Source: an optimization exercise on an open RTL-to-GDS flow (aim: small area). Production flows keep margins and buffers that such runs may drop.
The RTL was checked by simulation tests, not by an equivalence proof against the original design.
Power and IR drop assume default switching activity.

<file path="design/flow/config.mk">
export PLATFORM = sky130hd
export DESIGN_NAME = epdl_core
export DESIGN_NICKNAME = epdl_core
export VERILOG_FILES = /design/flow/design.v
export SDC_FILE = /design/flow/constraint.sdc
export NUM_CORES = 4
export LEC_CHECK = 0
export CAP_MARGIN = 30
export CORE_MARGIN = 2
export CORE_UTILIZATION = 35
export SLEW_MARGIN = 40
</file>
<file path="design/flow/constraint.sdc">
create_clock -name core_clock -period 10.0 [get_ports {clk}]
set_input_delay 2.0000 -clock core_clock [delete_from_list [all_inputs] [get_ports {clk}]]
set_output_delay 2.0000 -clock core_clock [all_outputs]
set_load 0.01 [all_outputs]
</file>
<file path="design/flow/design.v">
module epdl_framer #(
    parameter integer D_RESET = 2000,    
    parameter integer D_POLL  = 250,     
    parameter integer MAX_POLLS = 400
) (
    input  wire        clk,
    input  wire        rst_n,
    input  wire        start,
    input  wire [1:0]  kind,
    input  wire        do_begin,
    input  wire        do_shift,
    input  wire        do_end,
    input  wire [6:0]  len,
    input  wire [15:0] half,
    input  wire        idle_req,    
    input  wire        busy_sync,
    output reg  [6:0]  byte_idx,
    input  wire        byte_dc,
    input  wire [7:0]  byte_data,
    output reg         cs_n,
    output reg         dc,
    output reg         sck,
    output reg         mosi,
    output reg         done,
    output reg         smp_valid,   
    output reg         smp_value,
    output reg         smp_begin,   
    output reg         timeout      
);
    localparam [1:0] K_TXN = 2'd0, K_WAIT = 2'd1, K_POLL = 2'd2, K_DELAY = 2'd3;
    localparam [3:0] E_IDLE = 4'd0,
                     E_CSW  = 4'd1,    
                     E_LOAD = 4'd2,    
                     E_LO   = 4'd3,    
                     E_HI   = 4'd4,    
                     E_HOLD = 4'd5,    
                     E_END  = 4'd6,    
                     E_CSH  = 4'd7,    
                     E_POLL = 4'd8,    
                     E_DLY  = 4'd9;    
    reg [3:0]  st;
    reg [1:0]  k;
    reg        f_shift, f_end;
    reg [6:0]  n_bytes;
    reg [15:0] cnt;
    reg [2:0]  bitn;
    reg [7:0]  sh;
    reg [8:0]  polls;
    always @(posedge clk or negedge rst_n) begin
        if (!rst_n) begin
            st        <= E_IDLE;
            k         <= K_TXN;
            f_shift   <= 1'b0;
            f_end     <= 1'b0;
            n_bytes   <= 7'd0;
            cnt       <= 16'd0;
            bitn      <= 3'd0;
            sh        <= 8'd0;
            polls     <= 9'd0;
            byte_idx  <= 7'd0;
            cs_n      <= 1'b1;
            dc        <= 1'b1;
            sck       <= 1'b0;
            mosi      <= 1'b0;
            done      <= 1'b0;
            smp_valid <= 1'b0;
            smp_value <= 1'b0;
            smp_begin <= 1'b0;
            timeout   <= 1'b0;
        end else begin
            done      <= 1'b0;
            smp_valid <= 1'b0;
            smp_begin <= 1'b0;
            timeout   <= 1'b0;
            if (idle_req) begin
                cs_n <= 1'b1;
                dc   <= 1'b1;
                sck  <= 1'b0;
            end
            case (st)
                E_IDLE: begin
                    if (start) begin
                        k        <= kind;
                        f_shift  <= do_shift;
                        f_end    <= do_end;
                        n_bytes  <= len;
                        byte_idx <= 7'd0;
                        polls    <= 9'd0;
                        case (kind)
                            K_TXN: begin
                                if (do_begin) begin
                                    smp_valid <= 1'b1;
                                    smp_value <= busy_sync;
                                    smp_begin <= 1'b1;
                                    cs_n      <= 1'b0;
                                    cnt       <= half - 16'd1;
                                    st        <= E_CSW;
                                end else if (do_shift) begin
                                    st <= E_LOAD;
                                end else begin
                                    st <= E_END;
                                end
                            end
                            K_WAIT:  st <= E_POLL;
                            K_POLL: begin
                                smp_valid <= 1'b1;
                                smp_value <= busy_sync;
                                done      <= 1'b1;
                            end
                            default: begin
                                cnt <= D_RESET - 1;
                                st  <= E_DLY;
                            end
                        endcase
                    end
                end
                E_CSW: begin
                    if (cnt == 16'd0) begin
                        if (f_shift)
                            st <= E_LOAD;
                        else if (f_end)
                            st <= E_END;
                        else begin
                            done <= 1'b1;
                            st   <= E_IDLE;
                        end
                    end else
                        cnt <= cnt - 16'd1;
                end
                E_LOAD: begin
                    dc   <= byte_dc;
                    mosi <= byte_data[7];
                    sh   <= {byte_data[6:0], 1'b0};
                    bitn <= 3'd7;
                    cnt  <= half - 16'd1;
                    st   <= E_LO;
                end
                E_LO: begin
                    if (cnt == 16'd0) begin
                        sck <= 1'b1;
                        cnt <= half - 16'd1;
                        st  <= E_HI;
                    end else
                        cnt <= cnt - 16'd1;
                end
                E_HI: begin
                    if (cnt == 16'd0) begin
                        sck <= 1'b0;
                        cnt <= half - 16'd1;
                        if (bitn == 3'd0)
                            st <= E_HOLD;
                        else begin
                            bitn <= bitn - 3'd1;
                            mosi <= sh[7];
                            sh   <= {sh[6:0], 1'b0};
                            st   <= E_LO;
                        end
                    end else
                        cnt <= cnt - 16'd1;
                end
                E_HOLD: begin
                    if (cnt == 16'd0) begin
                        if (byte_idx + 7'd1 < n_bytes) begin
                            byte_idx <= byte_idx + 7'd1;
                            st       <= E_LOAD;
                        end else begin
                            dc <= 1'b1;
                            if (f_end)
                                st <= E_END;
                            else begin
                                done <= 1'b1;
                                st   <= E_IDLE;
                            end
                        end
                    end else
                        cnt <= cnt - 16'd1;
                end
                E_END: begin
                    cs_n <= 1'b1;
                    cnt  <= half - 16'd1;
                    st   <= E_CSH;
                end
                E_CSH: begin
                    if (cnt == 16'd0) begin
                        done <= 1'b1;
                        st   <= E_IDLE;
                    end else
                        cnt <= cnt - 16'd1;
                end
                E_POLL: begin
                    smp_valid <= 1'b1;
                    smp_value <= busy_sync;
                    if (!busy_sync) begin
                        done <= 1'b1;
                        st   <= E_IDLE;
                    end else begin
                        polls <= polls + 9'd1;
                        cnt   <= D_POLL - 1;
                        st    <= E_DLY;
                    end
                end
                E_DLY: begin
                    if (cnt == 16'd0) begin
                        if (k == K_WAIT) begin
                            if (polls == MAX_POLLS) begin
                                timeout <= 1'b1;
                                done    <= 1'b1;
                                st      <= E_IDLE;
                            end else
                                st <= E_POLL;
                        end else begin
                            done <= 1'b1;
                            st   <= E_IDLE;
                        end
                    end else
                        cnt <= cnt - 16'd1;
                end
                default: st <= E_IDLE;
            endcase
        end
    end
endmodule
module epdl_core (
    input  wire        clk,
    input  wire        rst_n,
    input  wire        op_valid,
    output wire        op_ready,
    input  wire [63:0] op_word,
    output reg         rsp_valid,
    output reg  [31:0] rsp_word,
    output reg         rsp_refused,
    output wire        cs_n,
    output wire        dc,
    output reg         epd_rst_n,
    output wire        sck,
    output wire        mosi,
    input  wire        busy
);
    localparam integer W  = 32;
    localparam integer H  = 16;
    localparam integer XB = (W + 7) / 8;
    localparam integer N  = XB * H;
    localparam integer XE = XB - 1;
    localparam integer YE = H - 1;
    localparam integer CLK_HZ         = 50000;
    localparam integer SPI_HZ_DEFAULT = 25000;
    localparam [0:0]   SYNC_MODE      = 1'b1;
    localparam [7:0]   THRESHOLD      = 8'd7;
    localparam [0:0]   POAME          = 1'b0;    
    localparam [0:0]   POAU           = 1'b0;    
    localparam [0:0]   PSW            = 1'b1;    
    localparam [7:0]   POWER_OFF_CTRL = 8'h03;
    localparam [7:0]   LUT_LEN        = 8'd30;
    localparam integer D_RESET = (40 * CLK_HZ + 999) / 1000;
    localparam integer D_POLL  = (5 * CLK_HZ + 999) / 1000;
    localparam [15:0]  CLK_NUM = CLK_HZ;
    localparam [15:0]  HALF_DEFAULT = (CLK_HZ + 2 * SPI_HZ_DEFAULT - 1) / (2 * SPI_HZ_DEFAULT);
    localparam [31:0] CONFIG_REG = {LUT_LEN, POWER_OFF_CTRL, THRESHOLD, 4'b0000,
                                    PSW, POAU, POAME, SYNC_MODE};
    localparam [7:0] OP_BUS_RESET = 8'h01, OP_BUS_INIT = 8'h02, OP_TXN_START = 8'h03,
                     OP_TXN_END = 8'h04, OP_WCMD = 8'h05, OP_WDATA = 8'h06,
                     OP_WCMD_T = 8'h07, OP_WDATA_T = 8'h08, OP_INIT = 8'h10,
                     OP_ENTER_FULL = 8'h11, OP_ENTER_PARTIAL = 8'h12,
                     OP_DRAW_PIXEL = 8'h13, OP_FILL = 8'h14, OP_UPDATE = 8'h15,
                     OP_UPDATE_PF = 8'h16, OP_IS_BUSY = 8'h17, OP_WAIT_BUSY = 8'h18,
                     OP_SET_ROTATION = 8'h19, OP_GET_PIXEL = 8'h1A, OP_READ_REG = 8'h1B,
                     OP_CLEAR_STATUS = 8'h1C;
    localparam integer F_NO_TXN = 0, F_REENTRANT = 1, F_UNMATCHED_END = 2, F_ROTATION = 3,
                       F_POWER_STATE = 4, F_WAIT_TIMEOUT = 5, F_UPDATE_DROPPED = 6,
                       F_ILLEGAL_OP = 7, F_NOT_INIT = 8, F_HAZ_BUSY = 9,
                       F_TXN_ABANDONED = 10, F_RESTORE = 11;
    localparam [3:0] SQ_CFG = 4'd0, SQ_AREA = 4'd1, SQ_PTR = 4'd2, SQ_LUTF = 4'd3,
                     SQ_LUTP = 4'd4, SQ_PON = 4'd5, SQ_POFF = 4'd6, SQ_UPDF = 4'd7,
                     SQ_UPDP = 4'd8, SQ_PIX = 4'd9, SQ_RAWC = 4'd10, SQ_RAWD = 4'd11;
    localparam [1:0] K_TXN = 2'd0, K_WAIT = 2'd1, K_POLL = 2'd2, K_DELAY = 2'd3;
    localparam [3:0] M_FIN = 4'd0, M_TXN = 4'd1, M_WAIT = 4'd2, M_WAITPSW = 4'd3,
                     M_WAITSYNC = 4'd4, M_DLY = 4'd5, M_CFGIDLE = 4'd6, M_RSTLO = 4'd7,
                     M_RSTHI = 4'd8, M_CLRPS = 4'd9, M_JMP = 4'd10, M_RESTORE = 4'd11,
                     M_CALL = 4'd12, M_RET = 4'd13, M_EM = 4'd14, M_MISC = 4'd15;
    localparam [3:0] X_POLLDROP = 4'd0, X_NOTINIT = 4'd1, X_PFCHK = 4'd2, X_PFEND = 4'd3,
                     X_POLL = 4'd4;
    localparam [3:0] C_ALWAYS = 4'd0, C_NOT_INITOP = 4'd1, C_PWRON = 4'd2, C_FULL = 4'd3,
                     C_NOT_POAME = 4'd4, C_NOT_POAU = 4'd5;
    localparam [5:0] PC_BUS_INIT = 6'd0, PC_BUS_RESET = 6'd1, PC_ENTER_FULL = 6'd10,
                     PC_ENTER_PARTIAL = 6'd12, PC_UPDATE = 6'd14, PC_UPDATE_PF = 6'd16,
                     PC_EM1 = 6'd24, PC_EM0 = 6'd29, PC_DU = 6'd37, PC_WAIT_BUSY = 6'd60,
                     PC_IS_BUSY = 6'd62;
    function [13:0] ucode(input [5:0] a);
        case (a)
            6'd0:  ucode = {M_CFGIDLE,  4'd0,        6'd0};    
            6'd1:  ucode = {M_RSTLO,    4'd0,        6'd0};    
            6'd2:  ucode = {M_DLY,      4'd0,        6'd0};
            6'd3:  ucode = {M_RSTHI,    4'd0,        6'd0};
            6'd4:  ucode = {M_DLY,      4'd0,        6'd0};
            6'd5:  ucode = {M_CLRPS,    4'd0,        6'd0};
            6'd6:  ucode = {M_JMP,      C_NOT_INITOP, 6'd9};
            6'd7:  ucode = {M_TXN,      SQ_CFG,      6'd0};
            6'd8:  ucode = {M_RESTORE,  4'd0,        6'd0};
            6'd9:  ucode = {M_FIN,      4'd0,        6'd0};
            6'd10: ucode = {M_CALL,     4'd0,        PC_EM1};  
            6'd11: ucode = {M_FIN,      4'd0,        6'd0};
            6'd12: ucode = {M_CALL,     4'd0,        PC_EM0};  
            6'd13: ucode = {M_FIN,      4'd0,        6'd0};
            6'd14: ucode = {M_CALL,     4'd0,        PC_DU};   
            6'd15: ucode = {M_FIN,      4'd0,        6'd0};
            6'd16: ucode = {M_MISC,     X_PFCHK,     PC_UPDATE};  
            6'd17: ucode = {M_CALL,     4'd0,        PC_DU};
            6'd18: ucode = {M_CALL,     4'd0,        PC_EM1};
            6'd19: ucode = {M_WAIT,     4'd0,        6'd0};
            6'd20: ucode = {M_CALL,     4'd0,        PC_DU};
            6'd21: ucode = {M_CALL,     4'd0,        PC_EM0};
            6'd22: ucode = {M_MISC,     X_PFEND,     6'd0};
            6'd23: ucode = {M_FIN,      4'd0,        6'd0};
            6'd24: ucode = {M_EM,       4'd1,        6'd0};    
            6'd25: ucode = {M_TXN,      SQ_AREA,     6'd0};
            6'd26: ucode = {M_TXN,      SQ_PTR,      6'd0};
            6'd27: ucode = {M_TXN,      SQ_LUTF,     6'd0};
            6'd28: ucode = {M_JMP,      C_ALWAYS,    6'd31};
            6'd29: ucode = {M_EM,       4'd0,        6'd0};    
            6'd30: ucode = {M_TXN,      SQ_LUTP,     6'd0};
            6'd31: ucode = {M_TXN,      SQ_PON,      6'd0};
            6'd32: ucode = {M_WAITPSW,  4'd0,        6'd0};
            6'd33: ucode = {M_JMP,      C_NOT_POAME, 6'd36};
            6'd34: ucode = {M_TXN,      SQ_POFF,     6'd0};
            6'd35: ucode = {M_WAITPSW,  4'd0,        6'd0};
            6'd36: ucode = {M_RET,      4'd0,        6'd0};
            6'd37: ucode = {M_MISC,     X_POLLDROP,  6'd0};    
            6'd38: ucode = {M_MISC,     X_NOTINIT,   6'd0};
            6'd39: ucode = {M_JMP,      C_PWRON,     6'd42};
            6'd40: ucode = {M_TXN,      SQ_PON,      6'd0};
            6'd41: ucode = {M_WAITPSW,  4'd0,        6'd0};
            6'd42: ucode = {M_JMP,      C_FULL,      6'd45};
            6'd43: ucode = {M_TXN,      SQ_AREA,     6'd0};
            6'd44: ucode = {M_TXN,      SQ_PTR,      6'd0};
            6'd45: ucode = {M_WAIT,     4'd0,        6'd0};
            6'd46: ucode = {M_TXN,      SQ_PIX,      6'd0};
            6'd47: ucode = {M_JMP,      C_FULL,      6'd54};
            6'd48: ucode = {M_TXN,      SQ_UPDP,     6'd0};
            6'd49: ucode = {M_TXN,      SQ_AREA,     6'd0};
            6'd50: ucode = {M_TXN,      SQ_PTR,      6'd0};
            6'd51: ucode = {M_WAIT,     4'd0,        6'd0};
            6'd52: ucode = {M_TXN,      SQ_PIX,      6'd0};
            6'd53: ucode = {M_JMP,      C_ALWAYS,    6'd55};
            6'd54: ucode = {M_TXN,      SQ_UPDF,     6'd0};
            6'd55: ucode = {M_WAITSYNC, 4'd0,        6'd0};
            6'd56: ucode = {M_JMP,      C_NOT_POAU,  6'd59};
            6'd57: ucode = {M_TXN,      SQ_POFF,     6'd0};
            6'd58: ucode = {M_WAITPSW,  4'd0,        6'd0};
            6'd59: ucode = {M_RET,      4'd0,        6'd0};
            6'd60: ucode = {M_WAIT,     4'd0,        6'd0};    
            6'd61: ucode = {M_FIN,      4'd0,        6'd0};
            6'd62: ucode = {M_MISC,     X_POLL,      6'd0};    
            default: ucode = {M_FIN,    4'd0,        6'd0};
        endcase
    endfunction
    function [7:0] lut_full(input [4:0] i);
        case (i)
            5'd0: lut_full = 8'h02;  5'd1: lut_full = 8'h02;  5'd2: lut_full = 8'h01;
            5'd3: lut_full = 8'h11;  5'd4: lut_full = 8'h12;  5'd5: lut_full = 8'h12;
            5'd6: lut_full = 8'h22;  5'd7: lut_full = 8'h22;  5'd8: lut_full = 8'h66;
            5'd9: lut_full = 8'h69;  5'd10: lut_full = 8'h69; 5'd11: lut_full = 8'h59;
            5'd12: lut_full = 8'h58; 5'd13: lut_full = 8'h99; 5'd14: lut_full = 8'h99;
            5'd15: lut_full = 8'h88; 5'd20: lut_full = 8'hF8; 5'd21: lut_full = 8'hB4;
            5'd22: lut_full = 8'h13; 5'd23: lut_full = 8'h51; 5'd24: lut_full = 8'h35;
            5'd25: lut_full = 8'h51; 5'd26: lut_full = 8'h51; 5'd27: lut_full = 8'h19;
            5'd28: lut_full = 8'h01;
            default: lut_full = 8'h00;
        endcase
    endfunction
    function [7:0] lut_part(input [4:0] i);
        case (i)
            5'd0: lut_part = 8'h10;  5'd1: lut_part = 8'h18;  5'd2: lut_part = 8'h18;
            5'd3: lut_part = 8'h08;  5'd4: lut_part = 8'h18;  5'd5: lut_part = 8'h18;
            5'd6: lut_part = 8'h08;  5'd20: lut_part = 8'h13; 5'd21: lut_part = 8'h14;
            5'd22: lut_part = 8'h44; 5'd23: lut_part = 8'h12;
            default: lut_part = 8'h00;
        endcase
    endfunction
    function [8:0] cfg_byte(input [3:0] i);
        case (i)
            4'd0:  cfg_byte = {1'b0, 8'h01};
            4'd1:  cfg_byte = {1'b1, YE[7:0]};
            4'd2:  cfg_byte = {1'b1, YE[15:8]};
            4'd3:  cfg_byte = {1'b1, 8'h00};
            4'd4:  cfg_byte = {1'b0, 8'h0C};
            4'd5:  cfg_byte = {1'b1, 8'hD7};
            4'd6:  cfg_byte = {1'b1, 8'hD6};
            4'd7:  cfg_byte = {1'b1, 8'h9D};
            4'd8:  cfg_byte = {1'b0, 8'h2C};
            4'd9:  cfg_byte = {1'b1, 8'hA8};
            4'd10: cfg_byte = {1'b0, 8'h3A};
            4'd11: cfg_byte = {1'b1, 8'h1A};
            4'd12: cfg_byte = {1'b0, 8'h3B};
            4'd13: cfg_byte = {1'b1, 8'h08};
            4'd14: cfg_byte = {1'b0, 8'h11};
            default: cfg_byte = {1'b1, 8'h03};
        endcase
    endfunction
    function [6:0] seq_len(input [3:0] sq);
        case (sq)
            SQ_CFG:  seq_len = 7'd16;
            SQ_AREA: seq_len = 7'd8;
            SQ_PTR:  seq_len = 7'd5;
            SQ_LUTF, SQ_LUTP: seq_len = 7'd31;
            SQ_PON, SQ_POFF:  seq_len = 7'd3;
            SQ_UPDF, SQ_UPDP: seq_len = 7'd4;
            SQ_PIX:  seq_len = N + 1;
            default: seq_len = 7'd1;
        endcase
    endfunction
    localparam [2:0] S_IDLE = 3'd0, S_DEC = 3'd1, S_DIV = 3'd2, S_RUN = 3'd3,
                     S_WAITF = 3'd4;
    reg [2:0]  state;
    reg [63:0] op_r;
    reg [5:0]  pc;
    reg [5:0]  ret_pc;
    reg        raw_op;          
    reg        drop_chk;        
    reg [31:0] spi_hz;
    reg [15:0] half;
    reg [7:0]  count;
    reg        initialized;
    reg        full_mode;
    reg        power_on;
    reg [1:0]  rotation;
    reg [11:0] status;
    reg        busy_last;
    reg        busy_s1, busy_s2;
    reg        em_ran;          
    reg        du_all;          
    reg        forced;          
    reg        op_timeout;
    reg [4:0]  div_i;
    reg [33:0] div_rem;
    reg [15:0] div_q;
    reg [8*N-1:0] pbuf;         
    reg        f_start;
    reg [1:0]  f_kind;
    reg        f_begin, f_shift, f_end;
    reg [3:0]  f_seq;
    reg        f_idle;
    wire [6:0] f_idx;
    wire       f_done, f_smp_valid, f_smp_value, f_smp_begin, f_timeout;
    reg        b_dc;
    reg [7:0]  b_data;
    wire txn_open = ~cs_n;
    wire [7:0] opc = op_r[63:56];
    reg legal;
    always @(*) begin
        case (opc)
            OP_BUS_RESET, OP_TXN_START, OP_TXN_END, OP_ENTER_FULL, OP_ENTER_PARTIAL,
            OP_UPDATE, OP_UPDATE_PF, OP_IS_BUSY, OP_WAIT_BUSY:
                legal = (op_r[55:0] == 56'd0);
            OP_WCMD, OP_WDATA, OP_WCMD_T, OP_WDATA_T, OP_READ_REG, OP_SET_ROTATION:
                legal = (op_r[55:8] == 48'd0);
            OP_BUS_INIT:
                legal = (op_r[55:32] == 24'd0);
            OP_INIT:
                legal = (op_r[55:33] == 23'd0) &&
                        (op_r[32] ? (op_r[7:3] == 5'd0 && op_r[31:16] == 16'd0)
                                  : (op_r[31:0] == 32'd0));
            OP_DRAW_PIXEL:
                legal = (op_r[55:48] == 8'd0);
            OP_GET_PIXEL:
                legal = (op_r[55:48] == 8'd0) && (op_r[15:0] == 16'd0);
            OP_FILL:
                legal = (op_r[55:16] == 40'd0);
            OP_CLEAR_STATUS:
                legal = (op_r[55:12] == 44'd0);
            default:
                legal = 1'b0;
        endcase
    end
    wire signed [15:0] px_x = op_r[47:32];
    wire signed [15:0] px_y = op_r[31:16];
    wire [15:0] lw = rotation[0] ? H : W;
    wire [15:0] lh = rotation[0] ? W : H;
    wire in_range = !px_x[15] && !px_y[15] && (px_x < lw) && (px_y < lh);
    reg [15:0] phys_x, phys_y;
    always @(*) begin
        case (rotation)
            2'd0: begin phys_x = px_x;              phys_y = px_y;              end
            2'd1: begin phys_x = W - 1 - px_y;      phys_y = px_x;              end
            2'd2: begin phys_x = W - 1 - px_x;      phys_y = H - 1 - px_y;      end
            default: begin phys_x = px_y;           phys_y = H - 1 - px_x;      end
        endcase
    end
    wire [15:0] byte_index = phys_y * XB + (phys_x >> 3);
    wire [15:0] bit_addr   = byte_index * 8 + (7 - phys_x[2:0]);
    wire        pix_bit    = pbuf[bit_addr];
    reg [31:0] reg_val;
    always @(*) begin
        case (op_r[7:0])
            8'd0: reg_val = {14'd0, busy_last, txn_open, 4'd0, status};
            8'd1: reg_val = {16'd0, count, 5'd0, power_on, full_mode, initialized};
            8'd2: reg_val = CONFIG_REG;
            8'd3: reg_val = {H[15:0], W[15:0]};
            8'd4: reg_val = {30'd0, rotation};
            8'd5: reg_val = spi_hz;
            8'd6: reg_val = N;
            default: reg_val = 32'd0;
        endcase
    end
    always @(*) begin
        b_dc   = 1'b1;
        b_data = 8'h00;
        case (f_seq)
            SQ_CFG: {b_dc, b_data} = cfg_byte(f_idx[3:0]);
            SQ_AREA: begin
                case (f_idx)
                    7'd0: begin b_dc = 1'b0; b_data = 8'h44; end
                    7'd2: b_data = XE;
                    7'd3: begin b_dc = 1'b0; b_data = 8'h45; end
                    7'd6: b_data = YE[7:0];
                    7'd7: b_data = YE[15:8];
                    default: b_data = 8'h00;
                endcase
            end
            SQ_PTR: begin
                case (f_idx)
                    7'd0: begin b_dc = 1'b0; b_data = 8'h4E; end
                    7'd2: begin b_dc = 1'b0; b_data = 8'h4F; end
                    default: b_data = 8'h00;
                endcase
            end
            SQ_LUTF: begin
                if (f_idx == 7'd0) begin b_dc = 1'b0; b_data = 8'h32; end
                else b_data = lut_full(f_idx[4:0] - 5'd1);
            end
            SQ_LUTP: begin
                if (f_idx == 7'd0) begin b_dc = 1'b0; b_data = 8'h32; end
                else b_data = lut_part(f_idx[4:0] - 5'd1);
            end
            SQ_PON, SQ_POFF: begin
                case (f_idx)
                    7'd0: begin b_dc = 1'b0; b_data = 8'h22; end
                    7'd1: b_data = (f_seq == SQ_PON) ? 8'hC0 : POWER_OFF_CTRL;
                    default: begin b_dc = 1'b0; b_data = 8'h20; end
                endcase
            end
            SQ_UPDF, SQ_UPDP: begin
                case (f_idx)
                    7'd0: begin b_dc = 1'b0; b_data = 8'h22; end
                    7'd1: b_data = (f_seq == SQ_UPDF) ? 8'hC4 : 8'h04;
                    7'd2: begin b_dc = 1'b0; b_data = 8'h20; end
                    default: begin b_dc = 1'b0; b_data = 8'hFF; end
                endcase
            end
            SQ_PIX: begin
                if (f_idx == 7'd0) begin b_dc = 1'b0; b_data = 8'h24; end
                else b_data = pbuf[8*(f_idx-1) +: 8];
            end
            SQ_RAWC: begin b_dc = 1'b0; b_data = op_r[7:0]; end
            default: begin b_dc = 1'b1; b_data = op_r[7:0]; end
        endcase
    end
    wire [13:0] uinst = ucode(pc);
    wire [3:0]  u_op  = uinst[13:10];
    wire [3:0]  u_arg = uinst[9:6];
    wire [5:0]  u_tgt = uinst[5:0];
    reg cond;
    always @(*) begin
        case (u_arg)
            C_ALWAYS:     cond = 1'b1;
            C_NOT_INITOP: cond = (opc != OP_INIT);
            C_PWRON:      cond = power_on;
            C_FULL:       cond = full_mode;
            C_NOT_POAME:  cond = !POAME;
            C_NOT_POAU:   cond = !POAU;
            default:      cond = 1'b0;
        endcase
    end
    wire [8:0] pf_next = {1'b0, count} + 9'd1;
    assign op_ready = (state == S_IDLE);
    always @(posedge clk or negedge rst_n) begin
        if (!rst_n) begin
            state       <= S_IDLE;
            op_r        <= 64'd0;
            pc          <= 6'd0;
            ret_pc      <= 6'd0;
            raw_op      <= 1'b0;
            drop_chk    <= 1'b0;
            spi_hz      <= SPI_HZ_DEFAULT;
            half        <= HALF_DEFAULT;
            count       <= 8'd0;
            initialized <= 1'b0;
            full_mode   <= 1'b1;
            power_on    <= 1'b0;
            rotation    <= 2'd0;
            status      <= 12'd0;
            busy_last   <= 1'b1;
            busy_s1     <= 1'b1;
            busy_s2     <= 1'b1;
            em_ran      <= 1'b0;
            du_all      <= 1'b1;
            forced      <= 1'b0;
            op_timeout  <= 1'b0;
            div_i       <= 5'd0;
            div_rem     <= 34'd0;
            div_q       <= 16'd0;
            epd_rst_n   <= 1'b1;
            rsp_valid   <= 1'b0;
            rsp_word    <= 32'd0;
            rsp_refused <= 1'b0;
            f_start     <= 1'b0;
            f_kind      <= K_TXN;
            f_begin     <= 1'b0;
            f_shift     <= 1'b0;
            f_end       <= 1'b0;
            f_seq       <= SQ_CFG;
            f_idle      <= 1'b0;
        end else begin
            busy_s1   <= busy;
            busy_s2   <= busy_s1;
            rsp_valid <= 1'b0;
            f_start   <= 1'b0;
            f_idle    <= 1'b0;
            if (f_smp_valid) begin
                busy_last <= f_smp_value;
                if (f_smp_begin && f_smp_value)
                    status[F_HAZ_BUSY] <= 1'b1;
            end
            if (f_timeout) begin
                status[F_WAIT_TIMEOUT] <= 1'b1;
                op_timeout <= 1'b1;
            end
            case (state)
                S_IDLE: begin
                    if (op_valid) begin
                        op_r  <= op_word;
                        state <= S_DEC;
                    end
                end
                S_DEC: begin
                    em_ran     <= 1'b0;
                    du_all     <= 1'b1;
                    forced     <= 1'b0;
                    op_timeout <= 1'b0;
                    raw_op     <= 1'b0;
                    rsp_word    <= 32'd0;
                    rsp_refused <= 1'b0;
                    if (!legal) begin
                        status[F_ILLEGAL_OP] <= 1'b1;
                        rsp_refused <= 1'b1;
                        rsp_valid   <= 1'b1;
                        state       <= S_IDLE;
                    end else begin
                        case (opc)
                            OP_BUS_RESET: begin
                                pc    <= PC_BUS_RESET;
                                state <= S_RUN;
                            end
                            OP_BUS_INIT: begin
                                if (op_r[31:0] == 32'd0) begin
                                    status[F_ILLEGAL_OP] <= 1'b1;
                                    rsp_refused <= 1'b1;
                                    rsp_valid   <= 1'b1;
                                    state       <= S_IDLE;
                                end else begin
                                    div_i   <= 5'd16;
                                    div_rem <= 34'd0;
                                    div_q   <= 16'd0;
                                    state   <= S_DIV;
                                end
                            end
                            OP_TXN_START, OP_WCMD_T, OP_WDATA_T: begin
                                if (txn_open) begin
                                    status[F_REENTRANT] <= 1'b1;
                                    rsp_refused <= 1'b1;
                                    rsp_valid   <= 1'b1;
                                    state       <= S_IDLE;
                                end else begin
                                    f_start <= 1'b1;
                                    f_kind  <= K_TXN;
                                    f_begin <= 1'b1;
                                    f_shift <= (opc != OP_TXN_START);
                                    f_end   <= (opc != OP_TXN_START);
                                    f_seq   <= (opc == OP_WDATA_T) ? SQ_RAWD : SQ_RAWC;
                                    raw_op  <= 1'b1;
                                    state   <= S_WAITF;
                                end
                            end
                            OP_TXN_END: begin
                                if (!txn_open) begin
                                    status[F_UNMATCHED_END] <= 1'b1;
                                    rsp_refused <= 1'b1;
                                    rsp_valid   <= 1'b1;
                                    state       <= S_IDLE;
                                end else begin
                                    f_start <= 1'b1;
                                    f_kind  <= K_TXN;
                                    f_begin <= 1'b0;
                                    f_shift <= 1'b0;
                                    f_end   <= 1'b1;
                                    raw_op  <= 1'b1;
                                    state   <= S_WAITF;
                                end
                            end
                            OP_WCMD, OP_WDATA: begin
                                if (!txn_open) begin
                                    status[F_NO_TXN] <= 1'b1;
                                    rsp_refused <= 1'b1;
                                    rsp_valid   <= 1'b1;
                                    state       <= S_IDLE;
                                end else begin
                                    f_start <= 1'b1;
                                    f_kind  <= K_TXN;
                                    f_begin <= 1'b0;
                                    f_shift <= 1'b1;
                                    f_end   <= 1'b0;
                                    f_seq   <= (opc == OP_WDATA) ? SQ_RAWD : SQ_RAWC;
                                    raw_op  <= 1'b1;
                                    state   <= S_WAITF;
                                end
                            end
                            OP_INIT: begin
                                pc    <= PC_BUS_INIT;
                                state <= S_RUN;
                            end
                            OP_ENTER_FULL, OP_ENTER_PARTIAL, OP_UPDATE, OP_UPDATE_PF: begin
                                if (txn_open) begin
                                    status[F_REENTRANT] <= 1'b1;
                                    rsp_refused <= 1'b1;
                                    rsp_valid   <= 1'b1;
                                    state       <= S_IDLE;
                                end else begin
                                    case (opc)
                                        OP_ENTER_FULL:    pc <= PC_ENTER_FULL;
                                        OP_ENTER_PARTIAL: pc <= PC_ENTER_PARTIAL;
                                        OP_UPDATE:        pc <= PC_UPDATE;
                                        default:          pc <= PC_UPDATE_PF;
                                    endcase
                                    state <= S_RUN;
                                end
                            end
                            OP_DRAW_PIXEL, OP_FILL: begin
                                rsp_valid <= 1'b1;
                                state     <= S_IDLE;
                            end
                            OP_IS_BUSY: begin
                                pc    <= PC_IS_BUSY;
                                state <= S_RUN;
                            end
                            OP_WAIT_BUSY: begin
                                pc    <= PC_WAIT_BUSY;
                                state <= S_RUN;
                            end
                            OP_SET_ROTATION: begin
                                if (op_r[7:0] >= 8'd4)
                                    status[F_ROTATION] <= 1'b1;
                                else
                                    rotation <= op_r[1:0];
                                rsp_valid <= 1'b1;
                                state     <= S_IDLE;
                            end
                            OP_GET_PIXEL: begin
                                rsp_word  <= in_range ? {31'd0, pix_bit} : 32'h0000_0100;
                                rsp_valid <= 1'b1;
                                state     <= S_IDLE;
                            end
                            OP_READ_REG: begin
                                if (op_r[7:0] >= 8'd7) begin
                                    status[F_ILLEGAL_OP] <= 1'b1;
                                    rsp_refused <= 1'b1;
                                end else
                                    rsp_word <= reg_val;
                                rsp_valid <= 1'b1;
                                state     <= S_IDLE;
                            end
                            default: begin  
                                status    <= status & ~op_r[11:0];
                                rsp_valid <= 1'b1;
                                state     <= S_IDLE;
                            end
                        endcase
                    end
                end
                S_DIV: begin
                    if (div_i == 5'd0) begin
                        pc    <= PC_BUS_INIT;
                        state <= S_RUN;
                    end else begin
                        if ({div_rem[32:0], CLK_NUM[div_i - 1]} >= {1'b0, op_r[31:0], 1'b0}) begin
                            div_rem <= {div_rem[32:0], CLK_NUM[div_i - 1]} - {1'b0, op_r[31:0], 1'b0};
                            div_q   <= {div_q[14:0], 1'b1};
                        end else begin
                            div_rem <= {div_rem[32:0], CLK_NUM[div_i - 1]};
                            div_q   <= {div_q[14:0], 1'b0};
                        end
                        div_i <= div_i - 5'd1;
                    end
                end
                S_RUN: begin
                    pc       <= pc + 6'd1;
                    drop_chk <= 1'b0;
                    case (u_op)
                        M_FIN: begin
                            case (opc)
                                OP_ENTER_FULL, OP_ENTER_PARTIAL:
                                    rsp_word <= {30'd0, op_timeout, em_ran};
                                OP_UPDATE:
                                    rsp_word <= {30'd0, op_timeout, du_all};
                                OP_UPDATE_PF:
                                    rsp_word <= {29'd0, forced, op_timeout, du_all};
                                OP_WAIT_BUSY:
                                    rsp_word <= {30'd0, op_timeout, !op_timeout};
                                OP_IS_BUSY:
                                    rsp_word <= {31'd0, busy_last};
                                default:
                                    rsp_word <= 32'd0;
                            endcase
                            rsp_valid <= 1'b1;
                            state     <= S_IDLE;
                        end
                        M_TXN: begin
                            if (u_arg == SQ_PON) begin
                                if (power_on) status[F_POWER_STATE] <= 1'b1;
                                power_on <= 1'b1;
                            end
                            if (u_arg == SQ_POFF) begin
                                if (!power_on) status[F_POWER_STATE] <= 1'b1;
                                power_on <= 1'b0;
                            end
                            f_start <= 1'b1;
                            f_kind  <= K_TXN;
                            f_begin <= 1'b1;
                            f_shift <= 1'b1;
                            f_end   <= 1'b1;
                            f_seq   <= u_arg;
                            state   <= S_WAITF;
                        end
                        M_WAIT, M_WAITPSW, M_WAITSYNC: begin
                            if (u_op == M_WAIT || (u_op == M_WAITPSW && PSW) ||
                                (u_op == M_WAITSYNC && SYNC_MODE)) begin
                                f_start <= 1'b1;
                                f_kind  <= K_WAIT;
                                state   <= S_WAITF;
                            end
                        end
                        M_DLY: begin
                            f_start <= 1'b1;
                            f_kind  <= K_DELAY;
                            state   <= S_WAITF;
                        end
                        M_CFGIDLE: begin
                            if (opc == OP_BUS_INIT) begin
                                spi_hz <= op_r[31:0];
                                half   <= (div_q == 16'd0) ? 16'd1
                                                           : div_q + (div_rem != 34'd0);
                            end
                            if (txn_open)
                                status[F_TXN_ABANDONED] <= 1'b1;
                            f_idle    <= 1'b1;
                            epd_rst_n <= 1'b1;
                        end
                        M_RSTLO: epd_rst_n <= 1'b0;
                        M_RSTHI: epd_rst_n <= 1'b1;
                        M_CLRPS: begin
                            initialized <= 1'b0;
                            power_on    <= 1'b0;
                        end
                        M_JMP: begin
                            if (cond) pc <= u_tgt;
                        end
                        M_RESTORE: begin
                            if (op_r[32]) begin
                                full_mode   <= op_r[1];
                                power_on    <= op_r[2];
                                initialized <= 1'b0;
                                if (op_r[15:8] > THRESHOLD) begin
                                    status[F_RESTORE] <= 1'b1;
                                    count <= THRESHOLD;
                                end else
                                    count <= op_r[15:8];
                            end
                        end
                        M_CALL: begin
                            ret_pc <= pc + 6'd1;
                            pc     <= u_tgt;
                        end
                        M_RET: pc <= ret_pc;
                        M_EM: begin
                            if (full_mode == u_arg[0] && initialized)
                                pc <= ret_pc;
                            else begin
                                em_ran      <= 1'b1;
                                initialized <= 1'b1;
                                full_mode   <= u_arg[0];
                            end
                        end
                        default: begin  
                            case (u_arg)
                                X_POLLDROP: begin
                                    if (!SYNC_MODE) begin
                                        f_start  <= 1'b1;
                                        f_kind   <= K_POLL;
                                        drop_chk <= 1'b1;
                                        state    <= S_WAITF;
                                    end
                                end
                                X_NOTINIT: begin
                                    if (!initialized)
                                        status[F_NOT_INIT] <= 1'b1;
                                end
                                X_PFCHK: begin
                                    if (pf_next < {1'b0, THRESHOLD}) begin
                                        count <= pf_next[7:0];
                                        pc    <= u_tgt;
                                    end else
                                        forced <= 1'b1;
                                end
                                X_PFEND: count <= 8'd0;
                                default: begin  
                                    f_start <= 1'b1;
                                    f_kind  <= K_POLL;
                                    state   <= S_WAITF;
                                end
                            endcase
                        end
                    endcase
                end
                S_WAITF: begin
                    if (f_done) begin
                        if (raw_op) begin
                            rsp_valid <= 1'b1;
                            state     <= S_IDLE;
                        end else begin
                            state <= S_RUN;
                            if (drop_chk && f_smp_value) begin
                                status[F_UPDATE_DROPPED] <= 1'b1;
                                du_all <= 1'b0;
                                pc     <= ret_pc;
                            end
                        end
                    end
                end
                default: state <= S_IDLE;
            endcase
        end
    end
    always @(posedge clk) begin
        if (state == S_DEC && legal) begin
            if (opc == OP_FILL)
                pbuf <= {N{op_r[7:0]}};
            else if (opc == OP_DRAW_PIXEL && in_range)
                pbuf[bit_addr] <= (op_r[15:0] != 16'd0);
        end
    end
    epdl_framer #(
        .D_RESET(D_RESET),
        .D_POLL(D_POLL),
        .MAX_POLLS(400)
    ) u_framer (
        .clk(clk),
        .rst_n(rst_n),
        .start(f_start),
        .kind(f_kind),
        .do_begin(f_begin),
        .do_shift(f_shift),
        .do_end(f_end),
        .len(seq_len(f_seq)),
        .half(half),
        .idle_req(f_idle),
        .busy_sync(busy_s2),
        .byte_idx(f_idx),
        .byte_dc(b_dc),
        .byte_data(b_data),
        .cs_n(cs_n),
        .dc(dc),
        .sck(sck),
        .mosi(mosi),
        .done(f_done),
        .smp_valid(f_smp_valid),
        .smp_value(f_smp_value),
        .smp_begin(f_smp_begin),
        .timeout(f_timeout)
    );
endmodule
</file>
<file path="design/flow/run.sh">
#!/bin/bash
# synth_recipe.tcl (not shown) runs the flow's synth.tcl, then flattens the netlist and writes it again
# the make line also repeats each setting of config.mk as NAME=value (left out here)
make -C /OpenROAD-flow-scripts/flow DESIGN_CONFIG=/design/flow/config.mk WORK_HOME=/design/flow/orfs CLKGATE_MAP_FILE= SYNTH_SCRIPT=/design/flow/synth_recipe.tcl finish
</file>
==> run notes <==
state kept, by name (all words and copies together), names as in the netlist, 3 cells and up:
signal / cells
pbuf: 512
op_r: 64
div_rem: 34
rsp_word: 32
spi_hz: 32
div_q: 16
half: 16
u_framer.cnt: 16
status: 12
u_framer.polls: 9
count: 8
u_framer.byte_idx: 7
u_framer.sh: 7
pc: 6
ret_pc: 6
u_framer.n_bytes: 6
div_i: 5
f_seq: 4
u_framer.st: 4
state: 3
u_framer.bitn: 3
cell families after synthesis:
family | Yosys count
flip-flops | 837
AND/OR/NAND/NOR | 1764
AO/OA/AOI/OAI | 2664
buffers and inverters | 810
multiplexers | 425
XOR/XNOR | 137
adder cells (fa/ha/maj) | 90
final timing paths:
check,startpoint,endpoint,slack (ps),cells after the start
max,rotation[1],pbuf[294],2710,14
min,busy_s1,busy_s2,360,0
max reg2reg,rotation[1],pbuf[294],2710,14
min reg2reg,busy_s1,busy_s2,360,0
max in group asynchronous,rst_n,op_r[33],7290,4
min in group asynchronous,rst_n,u_framer.cnt[11],1110,1
layer usage:
layer	up-vias	share of wire (%)
li1	25400	-
met1	29600	39
met2	4327	42
met3	897	13
met4	8	6.4
met5	-	0.052
critical path: cells and delay by family, from the launching register on:
kind | cells | cell delay [ps]
compound gates | 2 | 380
fa+ha+maj | 1 | 340
xor+xnor | 1 | 210
buf+inv | 5 | 2650
flops | 1 | 790
simple gates | 5 | 2340
final cells by class:
cell class	count	area, um^2	area share [%]
Antenna cell	9	22.5	0.0334
Clock inverter	56	593	0.881
Tap cell	2325	2910	4.32
Clock buffer	122	2580	3.83
Sequential cell	837	23500	35.0
Timing Repair Buffer	250	2610	3.87
Inverter	119	452	0.671
Multi-Input combinational cell	5080	34600	51.4
Yosys cell counts, drive strengths merged, types with 88 or more instances:
master,instances
ha,88
a21oi,182
nand2b,105
mux2i,185
mux4,133
nand2,630
mux2,107
dfrtp,311
nor3,105
buf,211
a31oi,572
nand3,212
edfxtp,512
o31ai,546
inv,116
clkbuf,480
nor2,379
o21ai,807
stage by stage:
step                cells  total power (W)
floorplan            6727          0.00371
global placement     8600          0.00377
detailed placement   8609          0.00377
CTS                  8787          0.00744
global route         8791          0.00756
finish               8798          0.00741
power by group through the flow:
stage | Clock (W) | Combinational, W | Sequential (W)
6_report | 0.00371 | 0.0000589 | 0.00364
5_1_grt | 0.00386 | 0.0000656 | 0.00364
4_1_cts | 0.00374 | 0.0000599 | 0.00364
3_5_place_dp | 0 | 0.0000597 | 0.00371
3_3_place_gp | 0 | 0.0000580 | 0.00371
2_1_floorplan | 0 | 0.000000355 | 0.00371
==> results.yml <==
logic_synthesis:
  synth_adder_area_share_pct: 1.87
  synth.area.mux_share_pct: 9.95
  synthesis.instances: 6727
  synth_seq_cells: 837
  ys.flop_type: "edfxtp_1"
  synth_edf_count: 512
  syn_area_um2: 60900
  postSynthAreaPerCell_um2: 9.05
  synth_top_area_share_pct: 25.2
  synthArstFlopShare_pct: 38.8
  synth_top_family_by_area: "compound AO/OA/AOI/OAI gates"
  synthSimpleGateAreaFrac_pct: 13.7
  yosysTopAreaCell: "edfxtp_1"
  synth.net_count: 6885
  yosysWarningCount: 2
  synth_seq_area_share_pct: 38.6
  ys_top_cells_by_area: "edfxtp_1, dfrtp_1, o31ai_1"
  synth_compound_area_share_pct: 28.3
  synth_xor_area_share_pct: 2.02
  ys_types: 106
critical_path:
  timing.critical_path.mode_cell: "buf_4"
  arrival_ps: 7880
  path_cells: "buf_4 -> or3_2 -> nand2_4 -> inv_6 -> ha_1 -> nand3_2 -> nor4_4 -> xnor2_1 -> nor2_4 -> buf_12 -> buf_16 -> buf_4 -> a31oi_1 -> o21ai_0"
  crit_slowest_cell: "buf_4"
  crit_type: "reg -> reg"
  cpPeakStageDelay_ps: 800
  critPathCaptureType: "flip-flop"
  critPathMaxFanout: 100
  startpoint_type: "flip-flop"
  cp.required_ps: 10600
clock_tree:
  htree_levels: 3
  cts_buffer_depth: 3
  insertion_delay_ps: 780
  cts.reportedPaths.clkPinSlew_ps: 60
  cts_inserted_buffers: 95
  cts.sinks: 837
  cts_hold_buf: 0
  post_cts_resized: 0
  clock-root-buffer: "clkbuf_16"
  cts_tree: "yes"
  post-cts-setup-buffers: 0
route:
  drtIter0Drc: 9442
  route.detailed.drc: 0
  wl_um: 263000
  dr.pass1.iters: 7
  ant_nets: 0
  route.vias.total: 60300
  wl_per_cell_um: 29.9
  viasPerCell: 6.85
outcome:
  status: "no timing/DRC/antenna violations"
global_route:
  grtUsageTotal_pct: 28.4
  grt_first_pass_wirelength_um: 386000
  use_met2_pct: 41.2
  busiest_layer: "met2"
  grt_pass1_vias: 55300
  grt-ovfl-total: 0
  antenna_found_initial: 7
  globalRouteMet3Util_pct: 8.04
  grt.met1_usage_pct: 38.1
  grt_start_max_net_pins: 148
floorplanning:
  ios: 108
  dieArea_um2: 177000
  rows: 153
  initial_utilization_pct: 35.1
  coreArea_um2: 173000
  dieHeight_um: 421
  die_w_um: 421
place:
  port_buffers: 107
  place_ws_ps: 3150
  place_congestion: 1.03
  postPlaceCellArea_um2: 64000
  hpwl_um: 174000
sta:
  setup_viol: 0
  hold_viol_final: 0
  drv_slew: 0
  worst_pin_slew_ps: 996
  min_period_ps: 7290
  skew_ps: 54.1
  setup_ws_ps: 2710
  rsz0062_at_grt: "no"
  period_share_pct: 72.9
  holdWs_ps: 355
  timing.fmax_mhz: 137
  fin_tns_setup_ps: 0
  max-slew-margin-rel_pct: 33.6
final_layout:
  fin_area_um2: 67300
  layout_common_cells: "o21ai_0, nand2_1, a31oi_1"
  drive_above_1_share_pct: 11.0
  syn_to_final_growth_pct: 10.6
  layout_commonest_cell: "o21ai_0"
  nFillCells: 17400
  fin_util_pct: 38.8
  num-nets-final: 6541
job:
  cap_violations: 0
power:
  sequentialPowerShare_pct: 49.1
  leakage_nw: 21.2
  p_int_w: 0.00575
  power_density_nw_per_um2: 110
  p_comb_share_pct: 0.8
  swShare_pct: 22.4
  ir_drop_uv: 126
  p_sw_w: 0.00166
  pwr-share-clk_pct: 50.1
hold_path:
  min_path_type: "reg -> reg"

[separate check: timing with driven ports]
In the flow no input, the clock included, has a driving cell. The finished layout below was timed again as built, in two steps. Step 1 (the two cells are an assumption about what drives the block):
set clk [get_ports {clk}]
set_driving_cell -lib_cell sky130_fd_sc_hd__clkbuf_16 $clk
set_driving_cell -lib_cell sky130_fd_sc_hd__buf_2 [delete_from_list [all_inputs] $clk]
Step 2, shift: input delay + t, output delay - t, t = (earliest + latest rising clock arrival at the registers) / 2. This alone moves slack from input paths to output paths. a / b / c = no drivers / after step 1 / after step 2; a / b = the first two.
shift t [ns]: 0.833
setup slack, ns: 2.713 / 2.713 / 2.713
hold WS [ns]: 0.355 / 0.355 / 0.355
clock arrival spread, ns: 0.058 / 0.058
slew at the worst register clock pin (ns): 0.07 / 0.07
After both steps this run still meets setup and hold. For this run, drivers alone change the setup slack by 0.000 ns; drivers and shift together by 0.000 ns.
